Background: an optimization exercise with open tools, aiming at small area, a short achievable clock period and few clock cycles per item. Do not read the settings as production practice. Function was checked by simulation only, so behaviour that the tests miss may differ from the original.

==> flow/design.v (outline; a module is shown in full before it is edited, if it fits) <==
// module piff_sine_mag: 270 lines
// module piff_pitch_lut: 22 lines
// module piff_voice: 271 lines
// module piff_wave: 19 lines
// module piff_booth: 18 lines
// module piff_pvmac: 1473 lines
// module piff_xsum: 769 lines
// module piff_drmul: 772 lines
// module piff_div10: 1305 lines
module piff_voice (
  input  wire        clk,
  input  wire        rst,
  input  wire        cmd_valid,
  output wire        cmd_ready,
  input  wire [31:0] cmd_data,
  input  wire        smp_req,
  output wire        smp_ready,
  output wire        smp_valid,
  output wire [31:0] smp_data,
  output wire        dec_valid,
  output reg  [31:0] dec_data
);
  // ...
==> flow/run.sh <==
#!/bin/bash
# synth_recipe.tcl (not shown) runs the flow's synth.tcl, then flattens the netlist and writes it again
# the make line also repeats each setting of config.mk as NAME=value (left out here)
make -C /OpenROAD-flow-scripts/flow DESIGN_CONFIG=/design/flow/config.mk WORK_HOME=/design/flow/orfs CLKGATE_MAP_FILE= SYNTH_SCRIPT=/design/flow/synth_recipe.tcl finish
==> flow/config.mk <==
export PLATFORM = sky130hd
export DESIGN_NAME = piff_voice
export DESIGN_NICKNAME = piff_voice
export VERILOG_FILES = /design/flow/design.v
export SDC_FILE = /design/flow/constraint.sdc
export NUM_CORES = 4
export LEC_CHECK = 0
export CAP_MARGIN = 20
export CORE_MARGIN = 2
export CORE_UTILIZATION = 40
export SLEW_MARGIN = 20
export SYNTH_MEMORY_MAX_BITS = 16384
==> flow/constraint.sdc <==
create_clock -name core_clock -period 20.0 [get_ports {clk}]
set_input_delay 4.0000 -clock core_clock [delete_from_list [all_inputs] [get_ports {clk}]]
set_output_delay 4.0000 -clock core_clock [all_outputs]
set_load 0.01 [all_outputs]
==> flow_summary.json, run 1 <==
{
  "run_status": "finished clean",
  "final_common_cell": "inv_1",
  "wl_um": 833300,
  "grt-ovfl-total": 0,
  "synth.mux.area_fraction_pct": 1.662,
  "inv_count": 3442,
  "nFlopsAndLatches": 1036,
  "hpwl_um": 591700,
  "synth-xor-area-share_pct": 10.14,
  "fmax_mhz": 92.06,
  "yosys_warnings": 4,
  "route.met2.wl_um": 362000,
  "relSlewSlack_pct": 13.27,
  "hp-start": "wduty[6]",
  "viasPerCell": 6.267,
  "finalWeightedCongestion": 1.026,
  "cts_buffer_depth": 4,
  "fp.dieH_um": 700.2,
  "drt_iter0_drc": 22367,
  "cp_slowest_cell": "a21oi_1",
  "async_reset_ff_share_pct": 0,
  "timing.final.ws_setup_ns": 9.137,
  "nMultiInputCombCells": 16037,
  "placed_cells_incl_taps": 27758,
  "cts-resized-gates": 0,
  "signal_buffers": 820,
  "hold_depth": 2,
  "synth_edf_count": 795,
  "syn2layout_area_growth_pct": 6.572,
  "synth_area_leaders": "fa_1, edfxtp_1, xnor2_1",
  "ioPinCount": 104,
  "core-area_um2": 482400,
  "top_regs": "dg (160), fmem (160)",
  "root_buffer": "clkbuf_16",
  "well_tap_count": 6425,
  "min_period_over_period_pct": 54.31,
  "min_to": "wduty[6]",
  "drc": 0
}
Testbench counts, summed over its fixed seeds: cycles 38,048, samples 16,000.
==> run 2: changes to the inputs <==
==> flow/flow/run.sh (new file) <==
#!/bin/bash
# Standard layout, with timing repair aiming 10 ns of setup slack beyond
# the clock (optimisation effort only; the SDC and clock are unchanged).
set -euo pipefail
bash standard.sh SETUP_SLACK_MARGIN=10 finish > standard_flow.log 2>&1
==> flow/standard.sh (new file) <==
#!/bin/bash
# synth_recipe.tcl (not shown) runs the flow's synth.tcl, then flattens the netlist and writes it again
# the make line also repeats each setting of config.mk as NAME=value (left out here)
make -C /OpenROAD-flow-scripts/flow DESIGN_CONFIG=/design/flow/config.mk WORK_HOME=/design/flow/orfs CLKGATE_MAP_FILE= SYNTH_SCRIPT=/design/flow/synth_recipe.tcl "${@:-finish}"
removed: flow/run.sh
==> flow_summary.json, run 2 <==
{
  "run_status": "finished clean",
  "yosysTopAreaCellShare_pct": 25.12,
  "clock-skew-final_ns": 0.1252,
  "num_vias": 175636,
  "r2r-start": "s_w",
  "hold_viol": 0,
  "worst_pin_slew_ns": 1.250,
  "synth_area_per_cell_um2": 8.654,
  "hold_class": "register to register",
  "drc": 0,
  "cts_tree": "yes",
  "min_period_ns": 9.924,
  "yosys_warnings": 4,
  "cp_max_fo": 6,
  "netlist_area_um2": 193900,
  "postSynthCellCount": 22404,
  "viasPerCell": 6.267,
  "final_cell_area_um2": 206800,
  "whs_ns": 0.4497,
  "antenna_found_initial": 39,
  "h-tree-depth": 4,
  "core-area_um2": 482400,
  "top_regs": "dg (160), fmem (160)",
  "clock_latency_ns": 0.93,
  "hpwl_um": 591700,
  "fp.dieH_um": 700.2,
  "relSlewSlack_pct": 16.07,
  "grt-ovfl-total": 0,
  "report.final.slew_viol_count": 0,
  "clk_pin_slew_ns": 0.06,
  "worstPathArrival_ns": 5.92,
  "synth_area_leaders": "fa_1, edfxtp_1, xnor2_1",
  "root_buffer": "clkbuf_16",
  "crit_path_start_kind": "register",
  "final_cell_mix": "inv_1, fa_1, a22oi_1",
  "io_buffers": 93,
  "nNetsFinal": 24983,
  "syn2layout_area_growth_pct": 6.654,
  "drt_iter0_drc": 22729,
  "fmax_mhz": 100.8,
  "grt_max_degree": 96,
  "async_reset_ff_share_pct": 0,
  "hp-start": "wduty[6]",
  "place_area_um2": 201700,
  "wl_um": 832500,
  "tns_ns": 0,
  "setup.worst_path.start": "acc_s[1]",
  "ioPinCount": 104,
  "cts_made_buffers": 138,
  "wl_per_cell_um": 29.71,
  "placed_cells_incl_taps": 27758,
  "critical_path_required_ns": 16.00,
  "cts_buffer_depth": 4,
  "rrSetupSlack_ns": 10.17,
  "grt.total_usage_pct": 33.06,
  "rsz0062_at_grt": "true",
  "ys_seq_elements": 1036,
  "final_common_cell": "inv_1",
  "yosys.area.top_type": "fa_1",
  "num_rows": 255,
  "die_width_um": 700.2,
  "first_pass_iters": 9,
  "start_util_pct": 40.19,
  "die-area_um2": 490300,
  "finalWeightedCongestion": 1.026,
  "pre_cts_ws_ns": 9.693,
  "timing.final.ws_setup_ns": 10.08,
  "grt_pass1_vias": 173863,
  "clock-sinks": 1036,
  "yosys-top-cells-count": "inv_1, fa_1, a22oi_1",
  "path_class": "register to output port",
  "end_kind": "output port",
  "drive_above_1_share_pct": 6.329,
  "fin_cells": 28024,
  "worstReg2RegEnd": "dg[3][17]",
  "synth.most_common_cell": "inv_1",
  "synth_edf_count": 795,
  "hold_depth": 2,
  "ys.flop_type": "edfxtp_1",
  "min_period_over_period_pct": 49.62,
  "grt_pass1_wl_um": 1211000,
  "min_to": "wduty[6]",
  "reg2regPathDepth": 30,
  "setup_viol": 0,
  "ys_types": 115,
  "drv_cap": 0,
  "drtAntennaViolNets": 0,
  "yosysSeqAreaShare_pct": 14.80
}
run 2: cell counts after synthesis:
Identical to the previous run, type by type.
run 2: per-layer routing:
| layer | GRT usage (%) | wire length (um) |
|---|---|---|
| met1 | 41.55 | 310800 |
| met2 | 50.65 | 362100 |
| met3 | 9.305 | 98950 |
| met4 | 19.52 | 60290 |
| met5 | 0.08824 | 340 |
run 2: what timing repair did:
item	in CTS	in global routing
gates resized for setup	16	24
hold buffers	0	0
endpoints found under the setup margin	26	57
setup buffers	0	1
run 2: cell type report:
type	count	area (um2)
diodes	15	37.54
clock buffers	176	3784
clock inverters	71	992.2
fillers	47891	275600
inverters	3442	12930
multi-input cells	16037	145800
flip-flops and latches	1036	28750
well taps	6425	8039
repair buffers	822	6481
run 2: worst max-delay path, cell delays in order, from the launching register on:
cell and delay, ns:
edfxtp_1 0.37, ha_1 0.30, a31o_2 0.25, a21o_1 0.18
a21oi_1 0.25, o21ai_0 0.19, a22o_1 0.34, o21a_1 0.32
o21ai_2 0.28, a21oi_1 0.19, o21ai_2 0.22, a31oi_2 0.20
a211o_1 0.33, a31o_2 0.31, xor2_4 0.61, clkdlybuf4s50_1 0.67
run 2: cells by family (layout without fill, tap and decap cells):
group / after synthesis / count (layout) / synth area share (%)
buffers and inverters: 5331 / 4511 / 10.48
other: 0 / 15 / 0
XOR/XNOR: 2236 / 2236 / 10.14
multiplexers: 259 / 259 / 1.662
AND/OR/NAND/NOR: 4065 / 4065 / 9.783
flip-flops: 1036 / 1036 / 14.80
AO/OA/AOI/OAI: 6004 / 6004 / 21.30
adder cells (fa/ha/maj): 3473 / 3473 / 31.83
run 2: worst max path at each step:
stage                    to  slack [ns]  depth (start not counted)
2_1_floorplan      acc_c[0]       11.56                          5
3_3_place_gp       dg[3][3]        9.60                         31
3_5_place_dp      dg[3][18]        9.69                         27
4_1_cts           dg[1][31]        9.93                         32
5_1_grt           dg[0][31]        9.94                         26
6_report       smp_data[30]       10.08                         15
run 2: through the flow:
| stage | util [%] |
|---|---|
| 2_1_floorplan | - |
| 6_report | 42.86 |
| 3_5_place_dp | 41.82 |
| 5_1_grt | 42.86 |
| 4_1_cts | 42.82 |
| 3_3_place_gp | 41.81 |
==> module piff_voice, before the edit <==
module piff_voice (
  input  wire        clk,
  input  wire        rst,
  input  wire        cmd_valid,
  output wire        cmd_ready,
  input  wire [31:0] cmd_data,
  input  wire        smp_req,
  output wire        smp_ready,
  output wire        smp_valid,
  output wire [31:0] smp_data,
  output wire        dec_valid,
  output reg  [31:0] dec_data
);
  localparam [1:0] K_NOP = 2'd0, K_TRIG = 2'd1, K_WAVE = 2'd2, K_DRATE = 2'd3;
  localparam [25:0] E_INIT = 26'h0100000;    
  localparam [25:0] E_MAX  = 26'h28F5C28;    
  localparam [29:0] AMP_INIT = 30'h2000_0000;
  localparam [35:0] DIV10_M = 36'd54975581389;
  wire [3:0]  in_op  = cmd_data[31:28];
  wire [1:0]  in_tag = cmd_data[17:16];
  wire [15:0] in_lo  = cmd_data[15:0];
  wire in_trig  = (in_op == 4'h1) && (in_lo[3:0] <= 4'd11);
  wire in_wave  = (in_op == 4'h2) &&
                  ((in_tag == 2'd0) || (in_tag == 2'd1) ||
                   ((in_tag == 2'd2) && (in_lo != 16'd0)));
  wire in_drate = (in_op == 4'h3);
  wire [1:0]  in_kind = in_trig ? K_TRIG : in_wave ? K_WAVE :
                        in_drate ? K_DRATE : K_NOP;
  wire [19:0] in_ent = {in_kind, in_tag, in_lo};
  reg  [19:0] fmem [0:7];
  reg  [2:0]  wp, rp;
  reg  [3:0]  bcnt;           
  reg         hv;             
  reg  [19:0] hd;             
  reg  [31:0] hd_inc;         
  reg s_idle;                 
  reg s_w;                    
  reg s_a2;                   
  reg s_dr;                   
  reg s_e;                    
  reg s_b;                    
  reg s_c;                    
  reg s_d;                    
  assign smp_ready = s_idle;
  assign cmd_ready = !(hv && bcnt[3]);
  wire accept  = smp_req && s_idle;
  wire push    = cmd_valid && cmd_ready;
  wire pop     = accept && hv;
  wire bnz     = (bcnt != 4'd0);
  wire h_in    = push && (!hv || (pop && !bnz));
  wire to_buf  = push && hv && !(pop && !bnz);
  wire h_buf   = pop && bnz;
  wire [19:0] h_src = h_in ? in_ent : fmem[rp];
  wire [39:0] pitch_k;
  piff_pitch_lut u_pitch (.cls(h_src[3:0]), .k(pitch_k));
  wire [39:0] inc_full = pitch_k >> (4'd15 - h_src[7:4]);
  always @(posedge clk) begin
    if (to_buf)
      fmem[wp] <= in_ent;
  end
  always @(posedge clk) begin
    if (rst) begin
      hv   <= 1'b0;
      bcnt <= 4'd0;
      wp   <= 3'd0;
      rp   <= 3'd0;
    end else begin
      if (h_in || h_buf) begin
        hd     <= h_src;
        hd_inc <= inc_full[31:0];
      end
      if (pop)
        hv <= bnz || push;
      else if (push)
        hv <= 1'b1;
      if (to_buf)
        wp <= wp + 3'd1;
      if (h_buf)
        rp <= rp + 3'd1;
      bcnt <= bcnt + {3'd0, to_buf} - {3'd0, h_buf};
    end
  end
  wire [1:0]  h_kind = hd[19:18];
  wire [1:0]  h_tag  = hd[17:16];
  wire [15:0] h_lo   = hd[15:0];
  wire h_trig  = hv && (h_kind == K_TRIG);
  wire c_trig  = s_idle && h_trig;
  wire c_wave  = hv && (h_kind == K_WAVE);
  wire c_drate = hv && (h_kind == K_DRATE);
  wire ld_e    = (accept && !c_wave && !c_drate) || s_a2;
  wire in_h_trig = hv ? (h_kind == K_TRIG) : (push && in_trig);
  wire [3:0] kill_b = {4{in_h_trig}} & (4'd1 << cur);
  wire zap     = h_in && in_trig && !(accept || s_b || s_w || s_a2 || s_e);
  reg  [31:0] ph   [0:3];     
  reg  [31:0] vinc [0:3];
  reg  [29:0] amp  [0:3];     
  reg  [41:0] dg   [0:3];     
  reg  [1:0]  wsel;
  reg  [15:0] wduty;
  reg  [25:0] ee;             
  reg  [15:0] drf;            
  reg  [1:0]  cur;
  reg  [35:0] dsum;
  reg  [3:0]  dcnt;
  reg  [48:0] acc_s, acc_c;   
  wire [1:0]  hw_sel  = h_tag;
  wire [15:0] hw_duty = (h_tag == 2'd2) ? h_lo : 16'd0;
  wire [13:0] e_dn, e_d1, e_d2;
  piff_booth #(.N(14)) u_ebooth (.pat({2'b00, ee}), .sneg(1'b1),
                                 .dn(e_dn), .d1(e_d1), .d2(e_d2));
  wire [41:0] e_dg = {e_dn, e_d1, e_d2};
  wire [61:0] ms [0:3];
  wire [61:0] mc [0:3];
  wire [31:0] ph_ev [0:3];
  wire [41:0] dg_ev [0:3];
  wire [17:0] pat0;
  wire        sn0;
  genvar gi;
  generate
    for (gi = 0; gi < 4; gi = gi + 1) begin : g_voice
      piff_pvmac u_mac (.x(amp[gi]), .dn(dg[gi][41:28]), .d1(dg[gi][27:14]),
                        .d2(dg[gi][13:0]), .ben(s_b),
                        .s(ms[gi]), .c(mc[gi]));
      assign ph_ev[gi] = ph[gi] + (vinc[gi] & {32{!s_w}});
      wire [17:0] pat;
      wire        sn;
      piff_wave u_wave (.ph(ph_ev[gi]), .ws(wsel), .du(wduty), .pat(pat), .sneg(sn));
      wire [8:0] bn, b1, b2;
      piff_booth #(.N(9)) u_booth (.pat(pat), .sneg(sn), .dn(bn), .d1(b1), .d2(b2));
      assign dg_ev[gi] = {5'd0, bn, 5'd0, b1, 5'd0, b2};
    end
  endgenerate
  piff_wave u_twave (.ph(hd_inc), .ws(wsel), .du(wduty), .pat(pat0), .sneg(sn0));
  wire [17:0] t_row = pat0 ^ {18{sn0}};
  wire [19:0] tr    = c_trig ? {t_row[17], t_row[17], t_row} : 20'd0;
  wire        tcin  = c_trig && sn0;
  wire [48:0] xs, xc;
  piff_xsum u_xsum (.s0(ms[0][48:0]), .c0(mc[0][48:0]), .s1(ms[1][48:0]), .c1(mc[1][48:0]),
                    .s2(ms[2][48:0]), .c2(mc[2][48:0]), .s3(ms[3][48:0]), .c3(mc[3][48:0]),
                    .tr(tr), .tcin(tcin), .s(xs), .c(xc));
  wire [48:0] acc = acc_s + acc_c;
  assign smp_data = acc[48:17];
  wire [8:0]  f_dn, f_d1, f_d2;
  piff_booth #(.N(9)) u_fbooth (.pat({2'b00, drf}), .sneg(1'b0),
                                .dn(f_dn), .d1(f_d1), .d2(f_d2));
  wire [41:0] dr_ps, dr_pc;
  piff_drmul u_drmul (.x(ee), .dn(f_dn), .d1(f_d1), .d2(f_d2), .s(dr_ps), .c(dr_pc));
  wire [41:0] dr_p  = dr_ps + dr_pc;
  reg  [33:0] dr_s;
  wire [25:0] e_new = (dr_s == 34'd0) ? 26'd1 :
                      (dr_s > {8'd0, E_MAX}) ? E_MAX : dr_s[25:0];
  wire [13:0] n_dn, n_d1, n_d2;
  piff_booth #(.N(14)) u_nbooth (.pat({2'b00, e_new}), .sneg(1'b1),
                                 .dn(n_dn), .d1(n_d1), .d2(n_d2));
  wire [29:0] amp_nx [0:3];
  generate
    for (gi = 0; gi < 4; gi = gi + 1) begin : g_amp
      wire [61:0] r = ms[gi] + mc[gi];
      assign amp_nx[gi] = r[61:32];
    end
  endgenerate
  wire [35:0] dsum_nx = dsum + {{4{smp_data[31]}}, smp_data};
  wire [35:0] dv_u    = {dsum[35:33] + 3'b101, dsum[32:0]};
  wire [70:0] dv_s, dv_c;
  piff_div10 u_div (.u(dv_u), .s(dv_s), .c(dv_c));
  wire [70:0] dv_p    = dv_s + dv_c;
  wire [31:0] mean    = dv_p[70:39];
  assign smp_valid = (s_b && (dcnt != 4'd9)) || s_d;
  assign dec_valid = s_d;
  integer i;
  always @(posedge clk) begin
    if (rst) begin
      s_idle <= 1'b1;
      s_w    <= 1'b0;
      s_a2   <= 1'b0;
      s_dr   <= 1'b0;
      s_e    <= 1'b0;
      s_b    <= 1'b0;
      s_c    <= 1'b0;
      s_d    <= 1'b0;
      for (i = 0; i < 4; i = i + 1) begin
        ph[i]   <= 32'd0;
        vinc[i] <= 32'd0;
        amp[i]  <= 30'd0;
        dg[i]   <= 42'd0;
      end
      wsel  <= 2'd0;
      wduty <= 16'd0;
      ee    <= E_INIT;
      cur   <= 2'd0;
      dsum  <= 36'd0;
      dcnt  <= 4'd0;
    end else begin
      if (accept) begin
        s_idle <= 1'b0;
        if (c_wave) begin
          wsel  <= hw_sel;
          wduty <= hw_duty;
          s_w   <= 1'b1;
        end else begin
          acc_s <= xs;
          acc_c <= xc;
          if (c_trig) begin
            ph[cur]   <= hd_inc;
            vinc[cur] <= hd_inc;
            amp[cur]  <= AMP_INIT;
            cur       <= cur + 2'd1;
          end
          drf  <= h_lo;
          s_dr <= c_drate;
          s_b  <= !c_drate;
        end
      end
      if (ld_e)
        for (i = 0; i < 4; i = i + 1)
          dg[i] <= e_dg;
      if (zap)
        dg[cur] <= 42'd0;
      if (s_w) begin
        for (i = 0; i < 4; i = i + 1)
          dg[i] <= dg_ev[i];
        s_w  <= 1'b0;
        s_a2 <= 1'b1;
      end
      if (s_a2) begin
        acc_s <= xs;
        acc_c <= xc;
        s_a2  <= 1'b0;
        s_b   <= 1'b1;
      end
      if (s_dr) begin
        dr_s <= dr_p[41:8];
        s_dr <= 1'b0;
        s_e  <= 1'b1;
      end
      if (s_e) begin
        ee <= e_new;
        for (i = 0; i < 4; i = i + 1)
          dg[i] <= {n_dn, n_d1, n_d2};
        s_e <= 1'b0;
        s_b <= 1'b1;
      end
      if (s_b) begin
        for (i = 0; i < 4; i = i + 1) begin
          amp[i] <= amp_nx[i];
          ph[i]  <= ph_ev[i];
          dg[i]  <= kill_b[i] ? 42'd0 : dg_ev[i];
        end
        dsum <= dsum_nx;
        s_b  <= 1'b0;
        if (dcnt == 4'd9) begin
          dcnt <= 4'd0;
          s_c  <= 1'b1;
        end else begin
          dcnt   <= dcnt + 4'd1;
          s_idle <= 1'b1;
        end
      end
      if (s_c) begin
        dec_data <= mean;
        dsum     <= 36'd0;
        s_c      <= 1'b0;
        s_d      <= 1'b1;
      end
      if (s_d) begin
        s_d    <= 1'b0;
        s_idle <= 1'b1;
      end
    end
  end
endmodule
==> run 3: changes to the inputs <==
--- a/flow/design.v
+++ b/flow/design.v
@@ -328,3 +328,4 @@
   reg s_idle;                 
-  reg s_w;                    
+  reg s_w2;                   
+  reg s_w3;                   
   reg s_a2;                   
@@ -384,3 +385,3 @@
   wire [3:0] kill_b = {4{in_h_trig}} & (4'd1 << cur);
-  wire zap     = h_in && in_trig && !(accept || s_b || s_w || s_a2 || s_e);
+  wire zap     = h_in && in_trig && !(accept || s_b || s_w2 || s_w3 || s_a2 || s_e);
   reg  [31:0] ph   [0:3];     
@@ -388,3 +389,3 @@
   reg  [29:0] amp  [0:3];     
-  reg  [41:0] dg   [0:3];     
+  reg  [42:0] dg   [0:3];     
   reg  [1:0]  wsel;
@@ -396,3 +397,4 @@
   reg  [3:0]  dcnt;
-  reg  [48:0] acc_s, acc_c;   
+  reg  [31:0] acc_s, acc_c;   
+  reg         acc_c17;        
   wire [1:0]  hw_sel  = h_tag;
@@ -402,3 +404,3 @@
                                  .dn(e_dn), .d1(e_d1), .d2(e_d2));
-  wire [41:0] e_dg = {e_dn, e_d1, e_d2};
+  wire [42:0] e_dg = {1'b1, e_dn, e_d1, e_d2};
   wire [61:0] ms [0:3];
@@ -406,3 +408,5 @@
   wire [31:0] ph_ev [0:3];
-  wire [41:0] dg_ev [0:3];
+  wire        w_back = s_idle && c_wave;
+  wire [42:0] dg_ev [0:1];
+  reg  [26:0] dgn [0:1];      
   wire [17:0] pat0;
@@ -413,11 +417,16 @@
       piff_pvmac u_mac (.x(amp[gi]), .dn(dg[gi][41:28]), .d1(dg[gi][27:14]),
-                        .d2(dg[gi][13:0]), .ben(s_b),
+                        .d2(dg[gi][13:0]), .ben(dg[gi][42]),
                         .s(ms[gi]), .c(mc[gi]));
-      assign ph_ev[gi] = ph[gi] + (vinc[gi] & {32{!s_w}});
+      assign ph_ev[gi] = ph[gi] + (vinc[gi] ^ {32{w_back}}) + {31'd0, w_back};
+    end
+    for (gi = 0; gi < 2; gi = gi + 1) begin : g_unit
+      wire tk = c_trig && (cur == gi + 2);
+      wire [31:0] ph_u = (s_b || s_w2) ? ph[gi] :
+                         tk ? {hd_inc[30:0], 1'b0} : ph[gi + 2];
       wire [17:0] pat;
       wire        sn;
-      piff_wave u_wave (.ph(ph_ev[gi]), .ws(wsel), .du(wduty), .pat(pat), .sneg(sn));
+      piff_wave u_wave (.ph(ph_u), .ws(wsel), .du(wduty), .pat(pat), .sneg(sn));
       wire [8:0] bn, b1, b2;
       piff_booth #(.N(9)) u_booth (.pat(pat), .sneg(sn), .dn(bn), .d1(b1), .d2(b2));
-      assign dg_ev[gi] = {5'd0, bn, 5'd0, b1, 5'd0, b2};
+      assign dg_ev[gi] = {6'd0, bn, 5'd0, b1, 5'd0, b2};
     end
@@ -432,4 +441,5 @@
                     .tr(tr), .tcin(tcin), .s(xs), .c(xc));
-  wire [48:0] acc = acc_s + acc_c;
-  assign smp_data = acc[48:17];
+  wire [17:0] x17 = {1'b0, xs[16:0]} + {1'b0, xc[16:0]};
+  wire [32:0] smp_x = {acc_s, 1'b1} + {acc_c, acc_c17};
+  assign smp_data = smp_x[32:1];
   wire [8:0]  f_dn, f_d1, f_d2;
@@ -465,3 +475,4 @@
       s_idle <= 1'b1;
-      s_w    <= 1'b0;
+      s_w2   <= 1'b0;
+      s_w3   <= 1'b0;
       s_a2   <= 1'b0;
@@ -476,3 +487,3 @@
         amp[i]  <= 30'd0;
-        dg[i]   <= 42'd0;
+        dg[i]   <= 43'd0;
       end
@@ -490,8 +501,11 @@
           wduty <= hw_duty;
-          s_w   <= 1'b1;
+          for (i = 0; i < 4; i = i + 1)
+            ph[i] <= ph_ev[i];
+          s_w2  <= 1'b1;
         end else begin
-          acc_s <= xs;
-          acc_c <= xc;
+          acc_s   <= xs[48:17];
+          acc_c   <= xc[48:17];
+          acc_c17 <= x17[17];
           if (c_trig) begin
-            ph[cur]   <= hd_inc;
+            ph[cur]   <= {hd_inc[30:0], 1'b0};
             vinc[cur] <= hd_inc;
@@ -508,8 +522,19 @@
           dg[i] <= e_dg;
+      if ((accept && !c_wave) || s_a2)
+        for (i = 0; i < 2; i = i + 1)
+          dgn[i] <= {dg_ev[i][36:28], dg_ev[i][22:14], dg_ev[i][8:0]};
       if (zap)
-        dg[cur] <= 42'd0;
-      if (s_w) begin
-        for (i = 0; i < 4; i = i + 1)
+        dg[cur] <= 43'd0;
+      if (s_w2) begin
+        for (i = 0; i < 2; i = i + 1)
           dg[i] <= dg_ev[i];
-        s_w  <= 1'b0;
+        s_w2 <= 1'b0;
+        s_w3 <= 1'b1;
+      end
+      if (s_w3) begin
+        for (i = 0; i < 2; i = i + 1)
+          dg[i + 2] <= dg_ev[i];
+        for (i = 0; i < 4; i = i + 1)
+          ph[i] <= ph_ev[i];
+        s_w3 <= 1'b0;
         s_a2 <= 1'b1;
@@ -517,4 +542,5 @@
       if (s_a2) begin
-        acc_s <= xs;
-        acc_c <= xc;
+        acc_s   <= xs[48:17];
+        acc_c   <= xc[48:17];
+        acc_c17 <= x17[17];
         s_a2  <= 1'b0;
@@ -530,3 +556,3 @@
         for (i = 0; i < 4; i = i + 1)
-          dg[i] <= {n_dn, n_d1, n_d2};
+          dg[i] <= {1'b1, n_dn, n_d1, n_d2};
         s_e <= 1'b0;
@@ -538,3 +564,7 @@
           ph[i]  <= ph_ev[i];
-          dg[i]  <= kill_b[i] ? 42'd0 : dg_ev[i];
+        end
+        for (i = 0; i < 2; i = i + 1) begin
+          dg[i]     <= kill_b[i] ? 43'd0 : dg_ev[i];
+          dg[i + 2] <= kill_b[i + 2] ? 43'd0 :
+                       {6'd0, dgn[i][26:18], 5'd0, dgn[i][17:9], 5'd0, dgn[i][8:0]};
         end
==> flow/run.sh (new file) <==
#!/bin/bash
# synth_recipe.tcl (not shown) runs the flow's synth.tcl, then flattens the netlist and writes it again
# the make line also repeats each setting of config.mk as NAME=value (left out here)
make -C /OpenROAD-flow-scripts/flow DESIGN_CONFIG=/design/flow/config.mk WORK_HOME=/design/flow/orfs CLKGATE_MAP_FILE= SYNTH_SCRIPT=/design/flow/synth_recipe.tcl finish
removed: flow/flow/run.sh
removed: flow/standard.sh
==> flow_summary.json, run 3 <==
{
  "num_vias": 152791,
  "root_buffer": "clkbuf_16",
  "relSlewSlack_pct": 13.98,
  "yosysSeqAreaShare_pct": 16.22,
  "busiest_layer": "met2",
  "grt_pass1_vias": 151924,
  "synth_edf_count": 803,
  "n_fill_cell": 44248,
  "antenna_found_initial": 32,
  "num_rows": 246,
  "final_cell_mix": "inv_1, fa_1, xnor2_1",
  "syn2layout_area_growth_pct": 6.678,
  "hold_viol": 0,
  "regMostFlops": "dg",
  "synth.most_common_cell": "inv_1",
  "fin_cells": 25268,
  "die-area_um2": 457000,
  "end_kind": "output port",
  "grtUsageMet1_pct": 39.47,
  "yosys-top-cells-count": "inv_1, fa_1, xnor2_1",
  "post-cts-setup-buffers": 0,
  "worst_pin_slew_ns": 1.278,
  "setup_viol": 0,
  "grt_pass1_wl_um": 1048000,
  "fin_util_pct": 42.88,
  "report.final.slew_viol_count": 0,
  "final_cell_area_um2": 192700,
  "clock-sinks": 1062,
  "drc": 0,
  "clock-skew-final_ns": 0.1101,
  "cp_max_fo": 5,
  "min_period_ns": 10.25,
  "drtAntennaViolNets": 0,
  "postSynthCellCount": 19908,
  "ys_types": 126,
  "cts-resized-gates": 0,
  "largest_reg_flops": 164,
  "nNetsFinal": 22623,
  "yosys_warnings": 6,
  "synth_area_per_cell_um2": 9.074,
  "rsz0062_at_grt": "false",
  "fp.dieH_um": 676.0,
  "use_met3_pct": 7.992,
  "synth_area_leaders": "fa_1, edfxtp_1, xnor2_1",
  "final_common_cell": "inv_1",
  "hold_class": "register to register",
  "ys.flop_type": "edfxtp_1",
  "wl_um": 715600,
  "place_area_um2": 188000,
  "yosys.area.top_type": "fa_1",
  "tns_ns": 0,
  "first_pass_iters": 7,
  "wl_per_cell_um": 28.32,
  "finalWeightedCongestion": 1.009,
  "clock_latency_ns": 0.93,
  "critical_path_required_ns": 16.00,
  "drive_above_1_share_pct": 6.044,
  "start_util_pct": 40.20,
  "grt_max_degree": 84,
  "placed_cells_incl_taps": 25000,
  "async_reset_ff_share_pct": 0,
  "grt.total_usage_pct": 30.84,
  "grt-ovfl-total": 0,
  "top_regs": "dg (164), fmem (160)",
  "met2_usage_pct": 46.61,
  "yosysTopAreaCellShare_pct": 26.82,
  "fmax_mhz": 97.59,
  "drt_iter0_drc": 19119,
  "cts_tree": "yes",
  "core-area_um2": 449400,
  "ys_seq_elements": 1062,
  "h-tree-depth": 4,
  "die_width_um": 676.0,
  "drv_cap": 0,
  "crit_path_start_kind": "register",
  "min_period_over_period_pct": 51.24,
  "cts_buffer_depth": 4,
  "hold_buffers": 0,
  "viasPerCell": 6.047,
  "hpwl_um": 514900,
  "run_status": "finished clean",
  "cts_made_buffers": 142,
  "netlist_area_um2": 180600,
  "clk_pin_slew_ns": 0.07,
  "ioPinCount": 104,
  "path_class": "register to output port",
  "io_buffers": 93,
  "worstPathArrival_ns": 6.25
}
## run 3: changes by cell type in the layout (fill, tap and decap cells not counted), moves of 68 or more
cell | before | now
a21oi_1 | 1058 | 776
a31oi_1 | 175 | 107
buf_4 | 716 | 596
inv_1 | 3388 | 3127
nand2_1 | 1327 | 1082
nand3_1 | 303 | 229
nor2_1 | 1014 | 890
nor2b_1 | 214 | 80
nor3_1 | 295 | 186
o21ai_0 | 963 | 637
xnor2_1 | 1715 | 1888
## run 3: area by class of cell
type	instances	area [um2]	share of cell area [%]
Timing Repair Buffer	691	5441	2.824
Clock inverter	85	910.9	0.4727
Inverter	3192	11990	6.220
Tap cell	5952	7447	3.865
Antenna cell	9	22.52	0.01169
Clock buffer	173	3752	1.947
Multi-Input combinational cell	14104	133800	69.44
Sequential cell	1062	29320	15.22
## run 3: cell families (layout without fill, tap and decap cells)
logic type / count (synthesis) / count (layout) / share of synthesized area (%)
compound gates: 4757 / 4757 / 18.24
xor+xnor: 2351 / 2351 / 11.43
fa+ha+maj: 3396 / 3396 / 33.58
buf+inv: 4743 / 4141 / 10.01
flops: 1062 / 1062 / 16.22
mux: 295 / 295 / 1.981
other cells: 1 / 11 / 0.002076
simple gates: 3303 / 3303 / 8.545
## run 3: path summary, 6_finish.rpt
check             from           end  slack, ns  cells past startpoint
max           acc_s[0]  smp_data[27]       9.75                     15
min          dg[2][25]     dg[2][25]       0.45                      2
max reg2reg  dg[2][32]    amp[2][29]      10.21                     23
min reg2reg  dg[2][25]     dg[2][25]       0.45                      2
## run 3: worst max-delay path, stage by stage, from the launching register on
cell and delay [ns]:
edfxtp_1 0.42, fa_1 0.47, a21o_1 0.17, a21oi_1 0.22
o21bai_1 0.11, a31o_2 0.31, a2111oi_0 0.69, o31ai_1 0.22
o41ai_1 0.63, o21ai_0 0.36, o21ai_0 0.22, nor2b_1 0.20
o21ai_0 0.14, a21oi_1 0.20, xnor2_1 0.37, clkdlybuf4s50_1 0.67
## run 3: metrics by stage
stage	hold WS [ns]	worst slack, ns
after detailed placement	0.4374	10.30
after global placement	0.4303	10.37
after floorplan	0.4062	10.07
after global routing	0.4652	9.486
final	0.4521	9.753
after CTS	0.4489	9.678
## run 3: layer usage
layer | vias up | wire length (um)
met1 | 76078 | 273500
met3 | 2153 | 79630
met4 | 22 | 54170
met5 | - | 159
met2 | 9212 | 308100
li1 | 65326 | -
Testbench counts of run 3, summed over its fixed seeds: cycles 38,534, samples 16,000.
==> run 4: changes to the inputs <==
==> flow/flow/run.sh (new file) <==
#!/bin/bash
# Standard layout, with timing repair aiming 12 ns of setup slack beyond
# the clock (optimisation effort only; the SDC and clock are unchanged).
set -euo pipefail
bash standard.sh SETUP_SLACK_MARGIN=12 finish > standard_flow.log 2>&1
==> flow/standard.sh (new file) <==
#!/bin/bash
# synth_recipe.tcl (not shown) runs the flow's synth.tcl, then flattens the netlist and writes it again
# the make line also repeats each setting of config.mk as NAME=value (left out here)
make -C /OpenROAD-flow-scripts/flow DESIGN_CONFIG=/design/flow/config.mk WORK_HOME=/design/flow/orfs CLKGATE_MAP_FILE= SYNTH_SCRIPT=/design/flow/synth_recipe.tcl "${@:-finish}"
removed: flow/run.sh
==> flow_summary.json, run 4 <==
{
  "placed_cells_incl_taps": 24986,
  "hold_buffers": 0,
  "rrSetupSlack_ns": 11.92,
  "clock-sinks": 1062,
  "run_status": "finished clean",
  "yosys.area.top_type": "fa_1",
  "setup_viol": 0,
  "drtAntennaViolNets": 0,
  "worstPathArrival_ns": 4.56,
  "fin_cells": 25356,
  "netlist_area_um2": 180600,
  "postSynthCellCount": 19908,
  "h-tree-depth": 4,
  "grt-ovfl-total": 0,
  "yosys_warnings": 6,
  "final_common_cell": "inv_1",
  "fmax_mhz": 116.8,
  "first_pass_iters": 6,
  "hold_class": "register to register",
  "path_class": "register to output port",
  "start_util_pct": 40.20,
  "die-area_um2": 457000,
  "fp.dieH_um": 676.0,
  "timing.final.ws_setup_ns": 11.44,
  "final_cell_mix": "inv_1, fa_1, xnor2_1",
  "synth.most_common_cell": "inv_1",
  "end_kind": "output port",
  "antenna_found_initial": 18,
  "cts_made_buffers": 141,
  "yosysSeqAreaShare_pct": 16.22,
  "synth_area_leaders": "fa_1, edfxtp_1, xnor2_1",
  "tns_ns": 0,
  "ys_seq_elements": 1062,
  "drive_above_1_share_pct": 7.571,
  "wl_per_cell_um": 28.19,
  "yosys-top-cells-count": "inv_1, fa_1, xnor2_1",
  "io_buffers": 93,
  "synth_edf_count": 803,
  "fin_util_pct": 43.45,
  "ys.flop_type": "edfxtp_1",
  "crit_path_start_kind": "register",
  "final_cell_area_um2": 195300,
  "cts_buffer_depth": 4,
  "clock_latency_ns": 0.95,
  "ioPinCount": 104,
  "regMostFlops": "dg",
  "num_rows": 246,
  "place_area_um2": 187900,
  "nNetsFinal": 22713,
  "rsz0062_at_grt": "true",
  "n_fill_cell": 44043,
  "largest_reg_flops": 164,
  "clk_pin_slew_ns": 0.05,
  "min_period_over_period_pct": 42.79,
  "cp_max_fo": 3,
  "grt_pass1_vias": 152965,
  "die_width_um": 676.0,
  "core-area_um2": 449400,
  "num_vias": 153370,
  "ys_types": 126,
  "min_period_ns": 8.558,
  "report.final.slew_viol_count": 0,
  "relSlewSlack_pct": 10.07,
  "async_reset_ff_share_pct": 0,
  "drv_cap": 0,
  "grt_max_degree": 97,
  "grt.total_usage_pct": 30.75,
  "top_regs": "dg (164), fmem (160)",
  "drt_iter0_drc": 18491,
  "wl_um": 714700,
  "yosysTopAreaCellShare_pct": 26.82,
  "clock-skew-final_ns": 0.1223,
  "cts_tree": "yes",
  "hold_viol": 0,
  "viasPerCell": 6.049,
  "finalWeightedCongestion": 1.010,
  "pre_cts_ws_ns": 10.33,
  "worst_pin_slew_ns": 1.339,
  "whs_ns": 0.4438,
  "synth_area_per_cell_um2": 9.074,
  "root_buffer": "clkbuf_16",
  "grt_pass1_wl_um": 1048000,
  "hpwl_um": 512800,
  "critical_path_required_ns": 16.00,
  "syn2layout_area_growth_pct": 8.090,
  "drc": 0
}
==> run 4: cell counts after synthesis <==
No cell type changed its count.
==> run 4: path summary, 6_finish.rpt <==
| path | start | endpoint | depth (start not counted) |
|---|---|---|---|
| setup / recovery | acc_c[0] | smp_data[28] | 16 |
| hold / removal | dg[3][23] | dg[3][23] | 2 |
| setup reg to reg | hd[19] | dg[3][16] | 20 |
| hold reg to reg | dg[3][23] | dg[3][23] | 2 |
==> run 4: logic make-up after synthesis <==
logic type | count (synthesis) | synth area share, %
and+or+nand+nor | 3303 | 8.545
muxes | 295 | 1.981
DFF | 1062 | 16.22
xor gates and xnor gates | 2351 | 11.43
adders and majority gates | 3396 | 33.58
other | 1 | 0.002076
AOI/OAI and AO/OA | 4757 | 18.24
buffers and inverters | 4743 | 10.01
==> run 4: per-layer routing <==
| layer | vias to the layer above | part of all wire [%] | global-route usage, % |
|---|---|---|---|
| met3 | 2167 | 11 | 8.075 |
| met2 | 9112 | 43 | 46.71 |
| li1 | 65502 | - | - |
| met1 | 76579 | 38 | 39.26 |
| met5 | - | 0.0090 | 0 |
| met4 | 10 | 7.4 | 18.50 |
==> run 4: timing repair <==
item / CTS / global route
resized for setup: 274 / 257
pin swaps: 42 / 40
setup endpoints to repair: 208 / 168
gates cloned: 0 / 2
setup buffers: 43 / 61
==> run 4: final cells by class <==
cell class | instances | area, um2 | area share, %
antenna | 14 | 35.03 | 0.01794
clock buffer | 156 | 3659 | 1.874
clock inverter | 94 | 1046 | 0.5357
inverter | 3192 | 12100 | 6.195
multi-input combinational | 14105 | 134700 | 69.00
sequential | 1062 | 29400 | 15.06
tap | 5952 | 7447 | 3.814
timing repair buffer | 780 | 6837 | 3.501
timing repair inverter | 1 | 5.005 | 0.002563
==> run 4: critical path: stages (launching register included) <==
cell	delay [ns]
edfxtp_1	0.41
ha_1	0.29
a21o_1	0.18
a21oi_2	0.13
o21bai_1	0.10
a21oi_2	0.22
o21ai_4	0.09
a211oi_2	0.26
o31ai_2	0.13
or4_4	0.45
a31oi_4	0.20
o21ai_2	0.09
a311o_1	0.40
a21o_1	0.20
a21oi_4	0.19
xnor2_4	0.20
buf_6	0.16

separate check: timing with driven ports:
The flow's constraints put no driver on any port. The routed layouts listed below were extracted and timed again, unchanged, in two steps.
Step 1 sets driving cells, clkbuf_16 on the clock port and buf_2 on the other inputs (assumed; they add their load-dependent delay and slew).
Step 2 times the ports against the registers' clock, not the clock port: input delays grow and output delays shrink by t, the midpoint of the rising clock arrivals with the driver on.
a / b / c = ideal ports / drivers / drivers and shift; a / b = the first two.
run	shift t [ns]	setup slack, ns	hold slack, ns	pins driven straight from the clock port
run 1	1.002	9.137 / 9.137 / 9.137	0.448 / 0.448 / 0.448	1
run 2	1.002	10.076 / 9.944 / 10.171	0.450 / 0.450 / 0.450	1
run 3	1.000	9.753 / 9.629 / 10.205	0.452 / 0.452 / 0.452	1
run 4	1.016	11.442 / 11.318 / 11.164	0.444 / 0.444 / 0.444	1
After both steps setup and hold are still met in every run listed. The setup slack of run 4, which loses most, moves by -0.124 ns with the drivers and by -0.278 ns with both steps.
